This is an optimization exercise on Yosys and OpenROAD, whose aim is small area, a short achievable clock period and few clock cycles, not a production implementation. Only simulation tests tie the RTL to the original design; equivalence was not proved.

==> job 794: inputs <==
Design autd3_cpu, start of the top module:
module autd3_cpu (
    input  wire        clk,
    input  wire        rst,
    input  wire        frame_valid,
    input  wire        tick_valid,
    output wire        evt_ready,
    output reg  [6:0]  hdr_addr,
    input  wire [7:0]  hdr_data,
    output reg  [7:0]  bulk_addr,
    input  wire [15:0] bulk_data,
    output reg         bus_valid,
    output reg         bus_we,
    output reg  [2:0]  bus_bank,
    output reg  [13:0] bus_addr,
    output reg  [15:0] bus_wdata,
    input  wire        bus_ready,
    input  wire [15:0] bus_rdata,
    input  wire [63:0] dc_now,
    input  wire [63:0] dc_next_start,
    input  wire [63:0] dc_period,
    output reg  [15:0] tx_ack
);
Settings: LEC_CHECK=0, CAP_MARGIN=20, CORE_MARGIN=2, CORE_UTILIZATION=55, CTS_BUF_LIST=sky130_fd_sc_hd__clkbuf_8, CTS_CLUSTER_SIZE=25, PLACE_DENSITY=0.65, SETUP_SLACK_MARGIN=5, SLEW_MARGIN=20; clock period 9.0 ns.
standard.sh (not shown) runs the stock make flow with config.mk's settings and CLKGATE_MAP_FILE= SYNTH_SCRIPT=/design/flow/synth_recipe.tcl, a recipe that flattens the netlist after the stock synthesis.
==> flow/flow/run.sh <==
#!/bin/bash
# Standard layout, with the port buffers made from sky130_fd_sc_hd__buf_1
# instead of the delay cell buffer_ports picks by default, and timing repair
# aiming at a setup slack of 5.8 ns.
set -euo pipefail
bash standard.sh "BUFFER_PORTS_ARGS=-buffer_cell sky130_fd_sc_hd__buf_1" SETUP_SLACK_MARGIN=5.8 finish > standard_flow.log 2>&1
==> job 8107 (differences from job 794) <==
--- a/flow/config.mk
+++ b/flow/config.mk
@@ -7,9 +7,9 @@
 export LEC_CHECK = 0
 export CAP_MARGIN = 20
 export CORE_MARGIN = 2
-export CORE_UTILIZATION = 55
+export CORE_UTILIZATION = 60
 export CTS_BUF_LIST = sky130_fd_sc_hd__clkbuf_8
 export CTS_CLUSTER_SIZE = 25
-export PLACE_DENSITY = 0.65
+export PLACE_DENSITY = 0.72
 export SETUP_SLACK_MARGIN = 5
 export SLEW_MARGIN = 20
==> flow_metrics.py <==
metrics = {
    "run_status": {
        "status": "timing/DRC/antenna clean",
    },
    "route": {
        "wl_met1_um": 22800,
        "wl_met2_um": 26600,
    },
    "final_layout": {
        "final-nonclk-buf-share_pct": 7.36,
        "multi_input_area_share_pct": 43.9,
        "diodes": 1,
    },
    "power_and_ir_drop": {
        "total_power_w": 0.00339,
        "power.share.clock_pct": 41.2,
    },
    "critical_path": {
        "r2r_start": "sync_n[0]",
        "crit_start": "sync_n[0]",
        "cp_cell_sequence": "inv_2 > ha_4 > inv_2 > fa_2 > nor2b_1 > o21ai_1 > nand2b_1 > buf_6 > xor2_4 > inv_2 > ha_4 > and3_4 > a21oi_2 > o21ai_1 > o41a_1 > a211o_1",
    },
    "cts": {
        "cts_resized": 60,
    },
}
[end of results for job 794]
==> flow_metrics.py <==
metrics = {
    "final_layout": {
        "diodes": 0,
        "multi_input_area_share_pct": 44.2,
        "final-nonclk-buf-share_pct": 7.70,
    },
    "critical_path": {
        "crit_start": "kc[0]",
        "cp_cell_sequence": "inv_1 > ha_1 > nor2b_1 > inv_1 > ha_4 > ha_1 > o41a_1 > a211o_1",
    },
    "power_and_ir_drop": {
        "total_power_w": 0.00333,
    },
    "route": {
        "wl_met2_um": 26600,
        "wl_met1_um": 21400,
    },
    "cts": {
        "cts_resized": 57,
    },
    "run_status": {
        "status": "timing/DRC/antenna clean",
    },
}
[end of results for job 8107]
Testbench counts of job 794, summed over its fixed seeds: cycles 64,513.
Testbench counts of job 8107, summed over its fixed seeds: cycles 64,513.

========
==> inputs of v13 <==
Another version of the RTL of autd3_cpu (not shown whole).
clock: 9.0 ns
lec_check: 0
cap_margin: 20
core_margin: 2
core_utilization: 55
cts_buf_list: sky130_fd_sc_hd__clkbuf_8
cts_cluster_size: 25
place_density: 0.7
setup_slack_margin: 5
slew_margin: 20
Scripts as last shown in full above: flow/flow/run.sh
==> v9: changes against v13 <==
--- a/flow/design.v
+++ b/flow/design.v
@@ -51,11 +51,10 @@
     reg [63:0] now_s;
     reg [1:0]  c_g, c_p;
     reg [7:0]  per_r;
     reg [2:0]  kc;
     reg        tcar;
-    reg [7:0]  t_lo;
     wire sf      = ~bus_valid | bus_ready;           
     wire rd_done = bus_valid & ~bus_we & bus_ready;
     wire [6:0] ha_inc = hdr_addr + 7'd1;
     wire [7:0] ba_inc = bulk_addr + 8'd1;
     wire       t_last = (bulk_addr == 8'd248);
@@ -158,11 +157,11 @@
     wire dl_done  = dl_go & t_last;
     wire en_go    = s_end & sf;
     wire tail_go  = d_ptail | (sd_go & ~sd_pw) | (pw_rec & ~p_wrap & p_last) | (ps_go & p_last) |
                     (gw_slot & ~g_wrap & g_last) | (gs_go & g_last);
     wire redo     = (c_g != 2'd2) | (c_p == 2'd2);
-    wire tw_lo    = s_twt & ~kc[0];             
+    wire tw_lo    = ((s_twt & ~kc[0]) | (s_tdec & ~redo)) & sf;
     wire tw_go    = s_twt & kc[0] & sf;         
     wire tw_done  = tw_go & (kc == 3'd7);
     wire ti_go    = s_tinit & sf;
     wire tf_go    = s_tinf & sf;
     wire aw_done  = s_taw & rd_done & (bus_addr[1:0] == 2'd0) & ~bus_rdata[{3'b100, which}];
@@ -221,11 +220,12 @@
         ({16{w_mcyc}}                & mod_cur[15:0]) |
         ({16{me_flg | mf_go}}        & {8'h00, hdr_data}) |
         ({16{ps_go}}                 & seq_cur[26:11]) |
         ({16{gs_go}}                 & seq_cur[21:6]) |
         ({16{ss_go}}                 & seq_cur[15:0]) |
-        ({16{tw_go}}                 & {tsum[7:0], t_lo}) |
+        ({16{tw_go}}                 & {tsum[7:0], bus_wdata[7:0]}) |
+        ({16{tw_lo}}                 & {8'h00, tsum[7:0]}) |
         ({16{ti_go}}                 & {6'd0, which, ~which, fpga_flags}) |
         ({16{cr_go & cr_last}}       & 16'h0004);
     wire ha_set2 = s_h0 & ~rep;
     wire ha_set3 = s_h1;
     wire ha_set1 = s_h2 | (mh_exit & mh_empty) | (dr_done & ~f_mb & (nlen == 7'd4)) | (mb_adv & ~m_wrap & m_last) | (ms_go & m_last);
@@ -293,11 +293,11 @@
         if (rst) begin
             bus_valid <= 1'b0;
         end else begin
             bus_valid <= issue | (bus_valid & ~bus_ready);
         end
-        if (issue) begin
+        if (issue | tw_lo) begin      
             bus_we    <= ~is_rd;
             bus_bank  <= nx_bank;
             bus_addr  <= nx_addr;
             bus_wdata <= nx_wdata;
         end
@@ -399,10 +399,9 @@
         end
         if (s_tcmp) begin
             c_g <= g_sum[9:8];
             c_p <= p_sum[9:8];
         end
-        if (s_tdec)              tcar <= 1'b0;
-        else if (tw_lo | tw_go)  tcar <= tsum[8];
-        if (tw_lo) t_lo <= tsum[7:0];
+        if (s_trd | (s_tdec & redo)) tcar <= 1'b0;
+        else if (tw_lo | tw_go)      tcar <= tsum[8];
     end
 endmodule
==> flow/flow/run.sh (replaced) <==
#!/bin/bash
# Standard layout, with the port buffers made from sky130_fd_sc_hd__buf_1
# instead of the delay cell buffer_ports picks by default, and timing repair
# aiming at a setup slack of 5.75 ns.
set -euo pipefail
bash standard.sh "BUFFER_PORTS_ARGS=-buffer_cell sky130_fd_sc_hd__buf_1" SETUP_SLACK_MARGIN=5.75 finish > standard_flow.log 2>&1
==> v29: changes against v13 <==
--- a/flow/design.v
+++ b/flow/design.v
@@ -51,11 +51,10 @@
     reg [63:0] now_s;
     reg [1:0]  c_g, c_p;
     reg [7:0]  per_r;
     reg [2:0]  kc;
     reg        tcar;
-    reg [7:0]  t_lo;
     wire sf      = ~bus_valid | bus_ready;           
     wire rd_done = bus_valid & ~bus_we & bus_ready;
     wire [6:0] ha_inc = hdr_addr + 7'd1;
     wire [7:0] ba_inc = bulk_addr + 8'd1;
     wire       t_last = (bulk_addr == 8'd248);
@@ -158,13 +157,12 @@
     wire dl_done  = dl_go & t_last;
     wire en_go    = s_end & sf;
     wire tail_go  = d_ptail | (sd_go & ~sd_pw) | (pw_rec & ~p_wrap & p_last) | (ps_go & p_last) |
                     (gw_slot & ~g_wrap & g_last) | (gs_go & g_last);
     wire redo     = (c_g != 2'd2) | (c_p == 2'd2);
-    wire tw_lo    = s_twt & ~kc[0];             
-    wire tw_go    = s_twt & kc[0] & sf;         
-    wire tw_done  = tw_go & (kc == 3'd7);
+    wire tw_go    = s_twt & sf;
+    wire tw_done  = tw_go & (kw == 2'd3);
     wire ti_go    = s_tinit & sf;
     wire tf_go    = s_tinf & sf;
     wire aw_done  = s_taw & rd_done & (bus_addr[1:0] == 2'd0) & ~bus_rdata[{3'b100, which}];
     wire aw_rd    = s_taw & sf & ~aw_done;
     wire aw_next  = aw_done & ~which & seq_pending;
@@ -206,11 +204,11 @@
         ({14{w_moff}}            & 14'h0003) |
         ({14{w_mcyc}}            & 14'h0004) |
         ({14{w_soff}}            & 14'h0005) |
         ({14{w_scyc}}            & 14'h0006) |
         ({14{w_sdiv}}            & 14'h0007) |
-        ({14{w_sync}}            & {10'd0, 1'b1, which, kc[2:1]}) |
+        ({14{w_sync}}            & {10'd0, 1'b1, which, kw}) |
         ({14{w_creg}}            & {11'd0, clr_off}) |
         ({14{r_info}}            & 14'h0001) |
         ({14{r_ver}}             & 14'h0002);
     wire [15:0] nx_wdata =
         ({16{d_drv | dr_go | w_delay | sd_go | pw_go}} & bulk_data) |
@@ -221,11 +219,11 @@
         ({16{w_mcyc}}                & mod_cur[15:0]) |
         ({16{me_flg | mf_go}}        & {8'h00, hdr_data}) |
         ({16{ps_go}}                 & seq_cur[26:11]) |
         ({16{gs_go}}                 & seq_cur[21:6]) |
         ({16{ss_go}}                 & seq_cur[15:0]) |
-        ({16{tw_go}}                 & {tsum[7:0], t_lo}) |
+        ({16{tw_go}}                 & now_s[15:0]) |
         ({16{ti_go}}                 & {6'd0, which, ~which, fpga_flags}) |
         ({16{cr_go & cr_last}}       & 16'h0004);
     wire ha_set2 = s_h0 & ~rep;
     wire ha_set3 = s_h1;
     wire ha_set1 = s_h2 | (mh_exit & mh_empty) | (dr_done & ~f_mb & (nlen == 7'd4)) | (mb_adv & ~m_wrap & m_last) | (ms_go & m_last);
@@ -382,27 +380,27 @@
             if ((gw_slot & ~g_wrap & g_last) | (gs_go & g_last)) jc <= 2'd0;
             else if ((gw_slot & ~g_wrap) | gs_go)                jc <= jc + 2'd1;
         end
     end
     always @(posedge clk) begin
-        if (s_trd | (s_tdec & redo)) now_s <= dc_now;
-        else                         now_s <= {8'd0, now_s[63:8]};
         if (s_trd | (s_tdec & redo)) begin
             if (s_trd | (c_g == 2'd2)) sync_n <= dc_next_start;
+            now_s <= dc_now;
             per_r <= dc_period[7:0];
             c_g   <= 2'd2;
             c_p   <= 2'd2;
+            tcar  <= 1'b0;
             kc    <= 3'd0;
-        end else if (s_tcmp | tw_lo | tw_go) begin
+        end else if (s_tcmp) begin
+            now_s  <= {tsum[7:0], now_s[63:8]};
             sync_n <= {sync_n[7:0], sync_n[63:8]};
             per_r  <= per_nx;
+            tcar   <= tsum[8];
+            c_g    <= g_sum[9:8];
+            c_p    <= p_sum[9:8];
             kc     <= kc + 3'd1;
+        end else if (tw_go) begin
+            now_s  <= {16'd0, now_s[63:16]};
+            kc     <= (kw == 2'd3) ? 3'd0 : kc + 3'd1;
         end
-        if (s_tcmp) begin
-            c_g <= g_sum[9:8];
-            c_p <= p_sum[9:8];
-        end
-        if (s_tdec)              tcar <= 1'b0;
-        else if (tw_lo | tw_go)  tcar <= tsum[8];
-        if (tw_lo) t_lo <= tsum[7:0];
     end
 endmodule
==> flow/flow/run.sh (replaced) <==
#!/bin/bash
# Standard layout, with the port buffers made from sky130_fd_sc_hd__buf_1
# instead of the delay cell buffer_ports picks by default, and timing repair
# aiming at a setup slack of 6.0 ns.
set -euo pipefail
bash standard.sh "BUFFER_PORTS_ARGS=-buffer_cell sky130_fd_sc_hd__buf_1" SETUP_SLACK_MARGIN=6.0 finish > standard_flow.log 2>&1
==> flow/config.mk (replaced) <==
export PLATFORM = sky130hd
export DESIGN_NAME = autd3_cpu
export DESIGN_NICKNAME = autd3_cpu
export VERILOG_FILES = /design/flow/design.v
export SDC_FILE = /design/flow/constraint.sdc
export NUM_CORES = 4
export LEC_CHECK = 0
export CAP_MARGIN = 20
export CORE_MARGIN = 2
export CORE_UTILIZATION = 40
export PLACE_DENSITY = 0.6
export SETUP_SLACK_MARGIN = 5
export SLEW_MARGIN = 20
==> v23: changes against v13 <==
--- a/flow/design.v
+++ b/flow/design.v
@@ -51,11 +51,10 @@
     reg [63:0] now_s;
     reg [1:0]  c_g, c_p;
     reg [7:0]  per_r;
     reg [2:0]  kc;
     reg        tcar;
-    reg [7:0]  t_lo;
     wire sf      = ~bus_valid | bus_ready;           
     wire rd_done = bus_valid & ~bus_we & bus_ready;
     wire [6:0] ha_inc = hdr_addr + 7'd1;
     wire [7:0] ba_inc = bulk_addr + 8'd1;
     wire       t_last = (bulk_addr == 8'd248);
@@ -158,13 +157,12 @@
     wire dl_done  = dl_go & t_last;
     wire en_go    = s_end & sf;
     wire tail_go  = d_ptail | (sd_go & ~sd_pw) | (pw_rec & ~p_wrap & p_last) | (ps_go & p_last) |
                     (gw_slot & ~g_wrap & g_last) | (gs_go & g_last);
     wire redo     = (c_g != 2'd2) | (c_p == 2'd2);
-    wire tw_lo    = s_twt & ~kc[0];             
-    wire tw_go    = s_twt & kc[0] & sf;         
-    wire tw_done  = tw_go & (kc == 3'd7);
+    wire tw_go    = s_twt & sf;
+    wire tw_done  = tw_go & (kw == 2'd3);
     wire ti_go    = s_tinit & sf;
     wire tf_go    = s_tinf & sf;
     wire aw_done  = s_taw & rd_done & (bus_addr[1:0] == 2'd0) & ~bus_rdata[{3'b100, which}];
     wire aw_rd    = s_taw & sf & ~aw_done;
     wire aw_next  = aw_done & ~which & seq_pending;
@@ -206,11 +204,11 @@
         ({14{w_moff}}            & 14'h0003) |
         ({14{w_mcyc}}            & 14'h0004) |
         ({14{w_soff}}            & 14'h0005) |
         ({14{w_scyc}}            & 14'h0006) |
         ({14{w_sdiv}}            & 14'h0007) |
-        ({14{w_sync}}            & {10'd0, 1'b1, which, kc[2:1]}) |
+        ({14{w_sync}}            & {10'd0, 1'b1, which, kw}) |
         ({14{w_creg}}            & {11'd0, clr_off}) |
         ({14{r_info}}            & 14'h0001) |
         ({14{r_ver}}             & 14'h0002);
     wire [15:0] nx_wdata =
         ({16{d_drv | dr_go | w_delay | sd_go | pw_go}} & bulk_data) |
@@ -221,11 +219,11 @@
         ({16{w_mcyc}}                & mod_cur[15:0]) |
         ({16{me_flg | mf_go}}        & {8'h00, hdr_data}) |
         ({16{ps_go}}                 & seq_cur[26:11]) |
         ({16{gs_go}}                 & seq_cur[21:6]) |
         ({16{ss_go}}                 & seq_cur[15:0]) |
-        ({16{tw_go}}                 & {tsum[7:0], t_lo}) |
+        ({16{tw_go}}                 & now_s[15:0]) |
         ({16{ti_go}}                 & {6'd0, which, ~which, fpga_flags}) |
         ({16{cr_go & cr_last}}       & 16'h0004);
     wire ha_set2 = s_h0 & ~rep;
     wire ha_set3 = s_h1;
     wire ha_set1 = s_h2 | (mh_exit & mh_empty) | (dr_done & ~f_mb & (nlen == 7'd4)) | (mb_adv & ~m_wrap & m_last) | (ms_go & m_last);
@@ -382,27 +380,27 @@
             if ((gw_slot & ~g_wrap & g_last) | (gs_go & g_last)) jc <= 2'd0;
             else if ((gw_slot & ~g_wrap) | gs_go)                jc <= jc + 2'd1;
         end
     end
     always @(posedge clk) begin
-        if (s_trd | (s_tdec & redo)) now_s <= dc_now;
-        else                         now_s <= {8'd0, now_s[63:8]};
         if (s_trd | (s_tdec & redo)) begin
             if (s_trd | (c_g == 2'd2)) sync_n <= dc_next_start;
+            now_s <= dc_now;
             per_r <= dc_period[7:0];
             c_g   <= 2'd2;
             c_p   <= 2'd2;
+            tcar  <= 1'b0;
             kc    <= 3'd0;
-        end else if (s_tcmp | tw_lo | tw_go) begin
+        end else if (s_tcmp) begin
+            now_s  <= {tsum[7:0], now_s[63:8]};
             sync_n <= {sync_n[7:0], sync_n[63:8]};
             per_r  <= per_nx;
+            tcar   <= tsum[8];
+            c_g    <= g_sum[9:8];
+            c_p    <= p_sum[9:8];
             kc     <= kc + 3'd1;
+        end else if (tw_go) begin
+            now_s  <= {16'd0, now_s[63:16]};
+            kc     <= (kw == 2'd3) ? 3'd0 : kc + 3'd1;
         end
-        if (s_tcmp) begin
-            c_g <= g_sum[9:8];
-            c_p <= p_sum[9:8];
-        end
-        if (s_tdec)              tcar <= 1'b0;
-        else if (tw_lo | tw_go)  tcar <= tsum[8];
-        if (tw_lo) t_lo <= tsum[7:0];
     end
 endmodule
==> flow/flow/run.sh (replaced) <==
#!/bin/bash
# Standard layout, with the port buffers made from sky130_fd_sc_hd__buf_1
# instead of the delay cell buffer_ports picks by default, and timing repair
# aiming at a setup slack of 5.6 ns.
set -euo pipefail
bash standard.sh "BUFFER_PORTS_ARGS=-buffer_cell sky130_fd_sc_hd__buf_1" SETUP_SLACK_MARGIN=5.6 finish > standard_flow.log 2>&1
--- a/flow/config.mk
+++ b/flow/config.mk
@@ -6,10 +6,10 @@
 export NUM_CORES = 4
 export LEC_CHECK = 0
 export CAP_MARGIN = 20
 export CORE_MARGIN = 2
 export CORE_UTILIZATION = 55
-export CTS_BUF_LIST = sky130_fd_sc_hd__clkbuf_8
-export CTS_CLUSTER_SIZE = 25
+export CTS_BUF_LIST = sky130_fd_sc_hd__clkbuf_4 sky130_fd_sc_hd__clkbuf_8
+export CTS_CLUSTER_SIZE = 20
 export PLACE_DENSITY = 0.7
 export SETUP_SLACK_MARGIN = 5
 export SLEW_MARGIN = 20
==> summary.md <==
| Metric | Value |
|---|---|
| Core area | ~46000 um2 |
| Chip width | 220.9 um |
| Most frequent cells in the layout | nand2_1 (391), buf_1 (292), edfxtp_1 (196) |
| Status | finished clean |
| Gpl congestion | 0.9132 |
| Setup CP Type | in2reg |
| Post-Synth XOR/XNOR Area | 0.04236 |
| TritonCTS Sinks | 354 |
| Die Height | 220.9 um |
| Hold endpoint | c_g[0]$_SDFFE_PN0P_ |
the above is filed under v29

==> summary.md <==
| Metric | Value |
|---|---|
| Post-Synth XOR/XNOR Area | 0.04616 |
| Core area | 32370 um2 |
| Hold endpoint | now_s[4]$_DFF_P_ |
| Register bit total from synthesis | 354 |
| Setup CP Type | reg2reg |
| Status | finished clean |
| Met1 usage | 0.3857 |
| TritonCTS Sinks | 354 |
| Gpl congestion | 0.9470 |
| Ys Warns | 1 |
| Synth top area share | 0.2421 |
| Synth Area in Adders | 0.05068 |
| R2r endpoint | c_p[1]$_SDFFCE_PN1P_ |
| Placed Instances | 2667 |
| Commonest non-fill, non-tap cell in the layout | nand2_1 |
the above is filed under v9

==> summary.md <==
| Metric | Value |
|---|---|
| Status | finished clean |
| Chip width | around 190 um |
| Setup CP Type | in2reg |
| Gpl congestion | 0.9577 |
| Post-Synth XOR/XNOR Area | 0.04236 |
| Die Height | 188.9 um |
| TritonCTS Sinks | about 350 |
| Sequential cell area | 9052 um2 |
| Most frequent cells in the layout | nand2_1 (395), buf_1 (300), edfxtp_1 (196) |
| Synth Area in Adders | 0.04922 |
| Core area | around 34000 um2 |
the above is filed under v23

==> summary.md <==
| Metric | Value |
|---|---|
| Status | finished clean |
| TritonCTS Sinks | 362 |
| Chip width | between 150 and 200 um |
| Critical path arrival | 3.69 ns |
| RSZ-0062 raised after global routing | true |
| Non-clock buffer share | 0.07782 |
| Post-Synth XOR/XNOR Area | 0.04047 |
| Grt peak-use layer | met2 |
| Hold endpoint | now_s[2]$_DFF_P_ |
| Gpl congestion | 0.9739 |
| Setup CP Type | reg2reg |
| Die Height | between 150 and 200 um |
the above is filed under v13

Testbench counts of v13, summed over its fixed seeds: cycles 64,577.
Testbench counts of v9, summed over its fixed seeds: cycles 64,513.
Testbench counts of v29, summed over its fixed seeds: cycles 64,321.
Testbench counts of v23, summed over its fixed seeds: cycles 64,321.

[what the ideal ports hide]
The flow's constraints put no driver on any port. The routed layouts listed below were extracted and timed again, unchanged, in two steps.
Step 1 sets driving cells, clkbuf_16 on the clock port and buf_2 on the other inputs (assumed; they add their load-dependent delay and slew).
Step 2 adds t to the input delays and takes it off the output delays; t is the mean of the earliest and latest rising clock arrival at the registers after step 1. Input paths then give back, and output paths get back, about the clock's delay inside the block.
Slacks: ideal / step 1 / step 2; pairs: ideal / step 1.
run | t (ns) | slack for setup (ns) | worst hold slack (ns) | clock arrival spread, ns
job 794 | 0.709 | 5.733 / 5.733 / 5.073 | 0.412 / 0.412 / 0.412 | 0.052 / 0.052
job 8107 | 0.647 | 5.712 / 5.712 / 5.105 | 0.372 / 0.372 / 0.372 | 0.060 / 0.060
v13 | 0.679 | 5.701 / 5.701 / 5.117 | 0.409 / 0.409 / 0.409 | 0.022 / 0.022
v9 | 0.656 | 5.739 / 5.720 / 5.122 | 0.413 / 0.413 / 0.413 | 0.039 / 0.040
v29 | 0.631 | 5.779 / 5.813 / 5.181 | 0.477 / 0.477 / 0.477 | 0.037 / 0.037
v23 | 0.648 | 5.661 / 5.684 / 5.036 | 0.467 / 0.467 / 0.467 | 0.030 / 0.030
After both steps every run listed still meets setup and hold. For job 794, which loses most, drivers alone change the setup slack by 0.000 ns; drivers and shift together by -0.660 ns.
